This design comes from an exercise in tuning for small area and a short achievable clock period on the open sky130 flow, not from production work. RTL that was checked went through simulation tests only; none was proved equivalent to the original. Power is estimated from default activity; no workload was simulated.

== build 74 ==
Design minifloat_unit, start of the top module:
module minifloat_unit (
    input  wire        clk,
    input  wire [4:0]  op,
    input  wire [31:0] a,
    input  wire [31:0] b,
    output wire [31:0] y,
    output wire [1:0]  st
);
    wire [11:0] ahi_d;
    wire [4:0]  tz_d;
    wire        or_d;
    mf_front u_front (.op(op), .a(a), .b(b[7:0]), .ahi(ahi_d), .tz(tz_d), .or19_11(or_d));
    reg [4:0]  op_q;
    reg [7:0]  p_q;        
    reg [11:0] ahi_q;      
    reg [2:0]  amid_q;     
    reg        a16_q;      
    reg        or_q;       
    reg [4:0]  tz_q;       
    always @(posedge clk) begin
        op_q   <= op;
        p_q    <= a[7:0];
        ahi_q  <= ahi_d;
        amid_q <= a[10:8];
        a16_q  <= a[16];
        or_q   <= or_d;
        tz_q   <= tz_d;
    end
    wire [7:0] lo_d;
    wire [8:0] hi_d;
    wire [1:0] st_d;
    mf_core u_core (.op(op_q), .p(p_q), .q(ahi_q[11:4]), .lt(ahi_q[3]), .d(ahi_q[2:0]), .ahi(ahi_q), .amid(amid_q),
                    .a16(a16_q), .or19_11(or_q), .tz(tz_q), .lo(lo_d), .hi(hi_d), .st(st_d));
    reg [7:0]  lo_q;
    reg [8:0]  hi_q;      
    reg [1:0]  st_q;
    always @(posedge clk) begin
        lo_q <= lo_d;
        hi_q <= hi_d;
        st_q <= st_d;
    end
    assign y  = {hi_q[8:7], {4{hi_q[6]}}, hi_q[5:0], 12'd0, lo_q};
    assign st = st_q;
endmodule
Size: ~810 cells after synthesis, ~54 flip-flops.
clock: 15.0 ns
lec_check: 0
cap_margin: 20
core_margin: 2
core_utilization: 55
cts_buf_list: sky130_fd_sc_hd__clkbuf_4 sky130_fd_sc_hd__clkbuf_8
cts_cluster_diameter: 60
cts_cluster_size: 24
slew_margin: 20
synth_hierarchical: 1
synth_minimum_keep_size: 0
standard.sh (not shown) runs the stock make flow with config.mk's settings and CLKGATE_MAP_FILE= SYNTH_SCRIPT=/design/flow/synth_recipe.tcl, a recipe that flattens the netlist after the stock synthesis.
==> flow/flow/run.sh <==
#!/bin/bash
# Own layout flow: the standard ORFS flow (standard.sh) with these changes.
#  1. Synthesis is synth_recipe.tcl unchanged except that ABC maps the
#     request-stage module mf_front with flow/abc_front.script and the rest
#     with flow/abc.script (registers, flattening and renaming as standard).
#  2. Ports are buffered with sky130_fd_sc_hd__buf_1 instead of the delay
#     buffer buffer_ports picks by default.
#  3. Yosys maps adders to plain gates for ABC (no full/half-adder cells).
#  4. repair_timing aims at a setup margin of flow/margin.txt ns, so that it
#     works on the datapath rather than stopping once the 15 ns clock is met.
# Each tool's full output stays in orfs/logs/; make's own output goes to
# make_finish.log in this folder.
set -euo pipefail
HERE=$(pwd)
MARGIN=$(cat flow/margin.txt)
cat > my_synth.tcl <<EOT
proc abc {args} {
  set i [lsearch -exact \$args -script]
  set front \$args
  lset front [expr {\$i + 1}] $HERE/flow/abc_front.script
  yosys abc {*}\$front mf_front
  set rest \$args
  lset rest [expr {\$i + 1}] $HERE/flow/abc.script
  yosys abc {*}\$rest
}
EOT
cat synth_recipe.tcl >> my_synth.tcl
bash standard.sh SYNTH_SCRIPT=$HERE/my_synth.tcl SETUP_SLACK_MARGIN=$MARGIN \
  "BUFFER_PORTS_ARGS=-buffer_cell sky130_fd_sc_hd__buf_1" ADDER_MAP_FILE= finish > make_finish.log 2>&1
==> flow/flow/abc.script <==
strash
dc2
balance
 rewrite
 refactor
 balance
 rewrite
 rewrite -z
 balance
 refactor -z
 rewrite -z
 balance
&get -n
&deepsyn -T 60
&put
dch -f
map -B 0.9
topo
==> flow/flow/abc_front.script <==
strash
balance
 rewrite
 refactor
 balance
 rewrite
 rewrite -z
 balance
 refactor -z
 rewrite -z
 balance
balance
 rewrite
 refactor
 balance
 rewrite
 rewrite -z
 balance
 refactor -z
 rewrite -z
 balance
dch -f
map -B 0.9
topo
buffer -c
upsize -c
dnsize -c
==> flow/flow/margin.txt <==
11.18
Build 74 finished every stage and its layout cleared the timing, DRC and antenna checks.
[inputs] build 84 vs build 74
==> flow/flow/abc.script <==
strash
balance
 rewrite
 refactor
 balance
 rewrite
 rewrite -z
 balance
 refactor -z
 rewrite -z
 balance
balance
 rewrite
 refactor
 balance
 rewrite
 rewrite -z
 balance
 refactor -z
 rewrite -z
 balance
dch -f
map -B 0.9
topo
buffer -c
upsize -c
dnsize -c
==> flow/flow/margin.txt <==
11.2
[summary]
- Build 84 went all the way through the flow, and no timing, DRC or antenna check failed.
- Build 84 vs. build 74: cell area after layout +about 13%, share of the core filled with cells decreased by 3.1 points relative to the old numbers, wire length of the first global-routing pass has increased.
- Compared with build 74, in build 84 via count rose 624; minimum clock period after layout rose 0.014 ns.
- Build 84 ended with less global-route usage than build 74.
Input-level comparison between build 4 and build 84:
==> flow/flow/abc.script <==
strash
dc2
balance
 rewrite
 refactor
 balance
 rewrite
 rewrite -z
 balance
 refactor -z
 rewrite -z
 balance
&get -n
&deepsyn -T 60
&put
dch -f
map -B 0.9
topo
==> flow/flow/margin.txt <==
11.25
==> run summary <==
Looking at hold slack, build 4 sits 0.072 ns below build 84.
Compared with build 84, build 4 shows multi-input combinational cell count that has gone down by more than 10%.
Per the comparison of build 4 with build 84, number of rows in the core area lost 8.3%, overall power consumption lost about 15%, fraction of the cycle the final worst path needs neither gained nor lost much.
Re met3 usage: build 84 was higher than build 4.
Build 84 ended up with more cell instances than build 4 did.
Setup changes, build 4 to build 75
Settings: changing CORE_UTILIZATION from 55 to 70.
==> flow/flow/margin.txt <==
11.2
Results
Per the comparison of build 75 with build 4, met1 track utilization from global routing moved up, utilization moved up, placed cell area moved down, total power moved up.

== JK ==
Starting RTL as in the previous note.
==> flow/design.v (excerpt) <==
module minifloat_unit (
    input  wire        clk,
    input  wire [4:0]  op,
    input  wire [31:0] a,
    input  wire [31:0] b,
    output wire [31:0] y,
    output wire [1:0]  st
);
export LEC_CHECK = 0
export CAP_MARGIN = 20
export CORE_MARGIN = 2
export CORE_UTILIZATION = 55
export CTS_BUF_LIST = sky130_fd_sc_hd__clkbuf_4 sky130_fd_sc_hd__clkbuf_8
export CTS_CLUSTER_DIAMETER = 60
export CTS_CLUSTER_SIZE = 24
export SLEW_MARGIN = 20
export SYNTH_HIERARCHICAL = 1
export SYNTH_MINIMUM_KEEP_SIZE = 0
create_clock -name core_clock -period 15.0 [get_ports {clk}]
==> flow/flow/abc.script <==
strash
balance
 rewrite
 refactor
 balance
 rewrite
 rewrite -z
 balance
 refactor -z
 rewrite -z
 balance
balance
 rewrite
 refactor
 balance
 rewrite
 rewrite -z
 balance
 refactor -z
 rewrite -z
 balance
dch -f
map -B 0.9
topo
==> flow/flow/margin.txt <==
11.1
Scripts as last shown in full above: flow/flow/run.sh, flow/flow/abc_front.script
No stage failed in JK, and the final checks on the layout all came back clean.
#### Input delta (MS over JK)
==> flow/flow/abc.script <==
strash
dc2
balance
 resub -K 6
 rewrite
 resub -K 6 -N 2
 refactor
 resub -K 8
 balance
 resub -K 8 -N 2
 rewrite
 resub -K 10
 rewrite -z
 resub -K 10 -N 2
 balance
 resub -K 12
 refactor -z
 resub -K 12 -N 2
 rewrite -z
 balance
dc2
balance
 resub -K 6
 rewrite
 resub -K 6 -N 2
 refactor
 resub -K 8
 balance
 resub -K 8 -N 2
 rewrite
 resub -K 10
 rewrite -z
 resub -K 10 -N 2
 balance
 resub -K 12
 refactor -z
 resub -K 12 -N 2
 rewrite -z
 balance
dch -f
map -B 0.9
topo
==> flow/flow/margin.txt <==
11.2
Notes after the runs:
- Between MS and JK, the area share of buffers outside the clock network is higher for MS.
- The lower fmax of MS and JK is in JK.
- MS ends up with a design area that is about 0.7% higher than in JK.
- Final layout net count in MS is 26 below JK.
[inputs] AL vs MS
==> flow/flow/abc.script <==
strash
dc2
balance
 rewrite
 refactor
 balance
 rewrite
 rewrite -z
 balance
 refactor -z
 rewrite -z
 balance
&get -n
&deepsyn -T 60
&put
dch -f
map -B 0.9
topo
-- flow/config.mk --
<<< MS, line 12
export CTS_CLUSTER_DIAMETER = 60
export CTS_CLUSTER_SIZE = 24
>>> AL, line 12
export CTS_CLUSTER_DIAMETER = 100
export CTS_CLUSTER_SIZE = 32
Findings:
The final layout from AL, which completed every stage, passed the timing, DRC and antenna checks at the end of the flow. Re initial antenna violation count: no difference whatsoever between MS and AL. Taking MS as the reference, in AL setup slack of the most critical reg-to-reg path went down, layout net count went down.
Setup changes, AL to TR
-- flow/config.mk --
<<< AL, line 10
export CORE_UTILIZATION = 55
>>> TR, line 10
export CORE_UTILIZATION = 45
<<< AL, line 12
export CTS_CLUSTER_DIAMETER = 100
export CTS_CLUSTER_SIZE = 32
>>> TR, line 12
export CTS_CLUSTER_DIAMETER = 60
export CTS_CLUSTER_SIZE = 24
## What came out
The final reports for TR and AL show number of non-clock buffers in the layout higher in the former. Compared to AL, TR was floorplanned on a bigger die. Taking AL as the reference, in TR share of post-route cells with drive strength above 1 went up by 2.6 points, final count of negative-setup-slack endpoints was more or less identical. Total power: TR > AL. AL has a higher setup fix buffers added after clock tree synthesis than TR. Diff AL -> TR: first-iteration DRC count shows a reduction of about 16%, total cell area at the placement stage shows an increase of 31 um2, final clock period utilization by the worst path shows a reduction of 0.19 points, final critical-path required period shows a reduction of 0.028 ns.

Starting RTL as in the previous note.
Settings: LEC_CHECK=0, CAP_MARGIN=20, CORE_MARGIN=2, CORE_UTILIZATION=55, CTS_BUF_LIST=sky130_fd_sc_hd__clkbuf_4 sky130_fd_sc_hd__clkbuf_8, CTS_CLUSTER_DIAMETER=60, CTS_CLUSTER_SIZE=24, SLEW_MARGIN=20, SYNTH_HIERARCHICAL=1, SYNTH_MINIMUM_KEEP_SIZE=0; clock period 15.0 ns.
==> flow/flow/abc.script <==
strash
dc2
balance
 rewrite
 refactor
 balance
 rewrite
 rewrite -z
 balance
 refactor -z
 rewrite -z
 balance
&get -n
&deepsyn -T 120
&put
dch -f
map -B 0.9
topo
==> flow/flow/margin.txt <==
11.2
Scripts as last shown in full above: flow/flow/run.sh, flow/flow/abc_front.script
Change:
--- a/flow/flow/abc.script
+++ b/flow/flow/abc.script
@@ -13,3 +13,3 @@
 &get -n
-&deepsyn -T 120
+&deepsyn -T 60
 &put
==> flow/flow/margin.txt (replaced) <==
11.1
CORE_UTILIZATION = 60   (was 55)
=> Synthesized cell count does not change; routed wire length increases slightly; first-iteration DRC count decreases by a few percent; via count came out higher by a few percent; combinational power is about the same.
Change:
==> flow/flow/margin.txt (replaced) <==
11.0
CORE_UTILIZATION = 55   (was 60)
Effect: The changed run went through all stages and came out clean. Worst hold slack gets better by 0.032 ns. Area after synthesis stays the same. Total power fell by a few percent. Worst setup slack stays flat. Utilization drops by 6.1 points. Count of clock-buffer cells in the layout drops by 1. Die area climbs by a little under a tenth. First-iteration DRC count increases by a few percent. Via count came out lower by a few percent.
Change:
==> flow/flow/margin.txt (replaced) <==
11.1
After rerunning: Clock skew hardly moves. Routed wire length is higher by 1.3%. Via count climbs by 1.4%. Worst setup slack improved by 0.028 ns.

Starting RTL as in the previous note.
// minifloat_unit
module minifloat_unit (
    input  wire        clk,
    input  wire [4:0]  op,
    input  wire [31:0] a,
    input  wire [31:0] b,
    output wire [31:0] y,
    output wire [1:0]  st
);
export LEC_CHECK = 0
export CAP_MARGIN = 20
export CORE_MARGIN = 2
export CORE_UTILIZATION = 55
export CTS_BUF_LIST = sky130_fd_sc_hd__clkbuf_4 sky130_fd_sc_hd__clkbuf_8
export CTS_CLUSTER_DIAMETER = 60
export CTS_CLUSTER_SIZE = 24
export SLEW_MARGIN = 20
export SYNTH_HIERARCHICAL = 1
export SYNTH_MINIMUM_KEEP_SIZE = 0
create_clock -name core_clock -period 15.0 [get_ports {clk}]
==> flow/flow/abc.script <==
strash
balance
 rewrite
 refactor
 balance
 rewrite
 rewrite -z
 balance
 refactor -z
 rewrite -z
 balance
balance
 rewrite
 refactor
 balance
 rewrite
 rewrite -z
 balance
 refactor -z
 rewrite -z
 balance
dch -f
map -B 0.9
topo
==> flow/flow/margin.txt <==
11.2
Scripts as last shown in full above: flow/flow/run.sh, flow/flow/abc_front.script
The starting point finished with timing, DRC and antenna clean.
Edit:
--- a/flow/flow/abc.script
+++ b/flow/flow/abc.script
@@ -23,2 +23,6 @@
 map -B 0.9
+amap
 topo
+buffer -c
+upsize -c
+dnsize -c
What happened:
- The changed run completed with no timing, DRC or antenna violations
- cell count came out lower by roughly a tenth
- routed wire length came out higher by roughly a tenth
- clock skew came out lower by 0.0060 ns
- total power came out higher by about a fifth
- die area came out lower by a few percent
Edit:
==> flow/flow/abc.script (replaced) <==
strash
dc2
balance
 rewrite
 refactor
 balance
 rewrite
 rewrite -z
 balance
 refactor -z
 rewrite -z
 balance
&get -n
&deepsyn -T 60
&put
dch -f
map -B 0.9
topo
Effect: The changed run completed with no timing, DRC or antenna violations; critical path depth came out lower by 25; power came out lower by about 17%; worst setup slack gets better by 0.74 ns; via count came out lower by 6.4%.
Edit:
==> flow/flow/margin.txt (replaced) <==
11.1
- TNS_END_PERCENT: unset -> 50
=> Sequential share of layout area goes up by 0.14 points. Cell count goes down by 0.40%. Cell area goes down by 2.1%.

## pine
Another version of the RTL of minifloat_unit (not shown whole).
For scale: about 910 cells after synthesis, ~66 flip-flops, ~100 I/O pins, roughly 5200 um2 of cells after synthesis.
==> flow/config.mk <==
export PLATFORM = sky130hd
export DESIGN_NAME = minifloat_unit
export DESIGN_NICKNAME = minifloat_unit
export VERILOG_FILES = /design/flow/design.v
export SDC_FILE = /design/flow/constraint.sdc
export NUM_CORES = 4
export LEC_CHECK = 0
export CAP_MARGIN = 20
export CORE_MARGIN = 2
export CORE_UTILIZATION = 40
export SLEW_MARGIN = 20
export SYNTH_HIERARCHICAL = 1
export SYNTH_MINIMUM_KEEP_SIZE = 0
==> flow/constraint.sdc <==
create_clock -name core_clock -period 15.0 [get_ports {clk}]
set_input_delay 3.0000 -clock core_clock [delete_from_list [all_inputs] [get_ports {clk}]]
set_output_delay 3.0000 -clock core_clock [all_outputs]
set_load 0.01 [all_outputs]
==> flow/flow/abc.script <==
strash
balance
 rewrite
 refactor
 balance
 rewrite
 rewrite -z
 balance
 refactor -z
 rewrite -z
 balance
balance
 rewrite
 refactor
 balance
 rewrite
 rewrite -z
 balance
 refactor -z
 rewrite -z
 balance
dch -f
map -B 0.9
topo
==> flow/flow/margin.txt <==
11.2
Scripts as last shown in full above: flow/flow/run.sh, flow/flow/abc_front.script
Inputs modified between pine and cedar:
==> flow/flow/run.sh <==
#!/bin/bash
# Own layout flow: the standard ORFS flow (standard.sh) with three changes.
#  1. Synthesis is synth_recipe.tcl unchanged except that ABC maps the logic
#     with flow/abc.script (registers, flattening and renaming as standard).
#  2. Ports are buffered with sky130_fd_sc_hd__buf_1 instead of the delay
#     buffer buffer_ports picks by default.
#  3. Yosys maps adders to plain gates for ABC (no full/half-adder cells).
#  4. repair_timing aims at a setup margin of MARGIN ns, so that it works on
#     the datapath rather than stopping once the 15 ns clock is met.
# Each tool's full output stays in orfs/logs/; make's own output goes to
# make_finish.log in this folder.
set -euo pipefail
HERE=$(pwd)
MARGIN=$(cat flow/margin.txt)
{
  echo "proc abc {args} {"
  echo "  set i [lsearch -exact \$args -script]"
  echo "  if {\$i >= 0} { lset args [expr {\$i + 1}] $HERE/flow/abc.script }"
  echo "  yosys abc {*}\$args"
  echo "}"
  cat synth_recipe.tcl
} > my_synth.tcl
bash standard.sh SYNTH_SCRIPT=$HERE/my_synth.tcl SETUP_SLACK_MARGIN=$MARGIN \
  "BUFFER_PORTS_ARGS=-buffer_cell sky130_fd_sc_hd__buf_1" ADDER_MAP_FILE= finish > make_finish.log 2>&1
--- a/flow/flow/abc.script
+++ b/flow/flow/abc.script
@@ -24 +24,4 @@
 topo
+buffer -c
+upsize -c
+dnsize -c
removed: flow/flow/abc_front.script
## What came out
Compared with pine, floorplan die area in cedar increased by a few percent.
Comparing cedar and pine, number of cells in the design after placement is higher on cedar.
Switching power share of the total for cedar: 1.9 points up relative to pine
Compared with pine, in cedar sequential cell count level; via-per-instance ratio level.
From pine to cedar the numbers moved as follows: sequential cell area share -0.53 points, clock input transition at the sequential cells of the worst setup and hold paths ~0 delta.
Summary of cedar over pine: post-route cell area has increased; total length of routed met3 wires has decreased.
No run of this note included a check of the RTL's function; only the layout flow was run.

static timing again, ports no longer ideal:
How much do the figures lean on ideal ports? The routed layouts below were timed once more, with nothing changed but the port constraints.
Step 1 (the two cells are an assumption about what drives the block):
set clk [get_ports {clk}]
set_driving_cell -lib_cell sky130_fd_sc_hd__clkbuf_16 $clk
set_driving_cell -lib_cell sky130_fd_sc_hd__buf_2 [delete_from_list [all_inputs] $clk]
Step 2 adds t to the input delays and takes it off the output delays; t is the mean of the earliest and latest rising clock arrival at the registers after step 1. Input paths then give back, and output paths get back, about the clock's delay inside the block.
Three values: ideal, step 1, step 2; two values: the first two.
run | t (ns) | setup WS [ns] | clock arrival spread, ns
build 74 | 0.346 | 11.193 / 11.158 / 10.967 | 0.008 / 0.009
build 84 | 0.350 | 11.179 / 11.146 / 10.952 | 0.014 / 0.015
build 4 | 0.345 | 11.188 / 11.152 / 10.993 | 0.008 / 0.008
build 75 | 0.343 | 11.197 / 11.166 / 10.949 | 0.011 / 0.011
JK | 0.335 | 11.165 / 11.132 / 10.936 | 0.012 / 0.011
MS | 0.347 | 11.200 / 11.162 / 10.981 | 0.018 / 0.018
AL | 0.344 | 11.195 / 11.160 / 10.975 | 0.008 / 0.007
TR | 0.348 | 11.223 / 11.188 / 10.992 | 0.012 / 0.012
the first run of note 3 | 0.344 | 11.195 / 11.160 / 10.975 | 0.008 / 0.007
the second run of note 3 | 0.346 | 11.156 / 11.123 / 10.824 | 0.009 / 0.009
the third run of note 3 | 0.349 | 11.158 / 11.123 / 10.834 | 0.006 / 0.006
the fourth run of note 3 | 0.343 | 11.186 / 11.151 / 10.903 | 0.008 / 0.008
the first run of note 4 | 0.334 | 11.224 / 11.192 / 10.971 | 0.011 / 0.011
the second run of note 4 | 0.334 | 10.452 / 10.452 / 10.452 | 0.005 / 0.006
the third run of note 4 | 0.344 | 11.195 / 11.160 / 10.975 | 0.008 / 0.007
the fourth run of note 4 | 0.343 | 11.186 / 11.151 / 10.903 | 0.008 / 0.008
pine | 0.371 | 11.204 / 11.166 / 11.048 | 0.005 / 0.005
cedar | 0.367 | 11.188 / 11.153 / 11.015 | 0.007 / 0.007
After both steps every run listed still meets setup and hold. The setup slack of the second run of note 3, which loses most, moves by -0.033 ns with the drivers and by -0.332 ns with both steps.
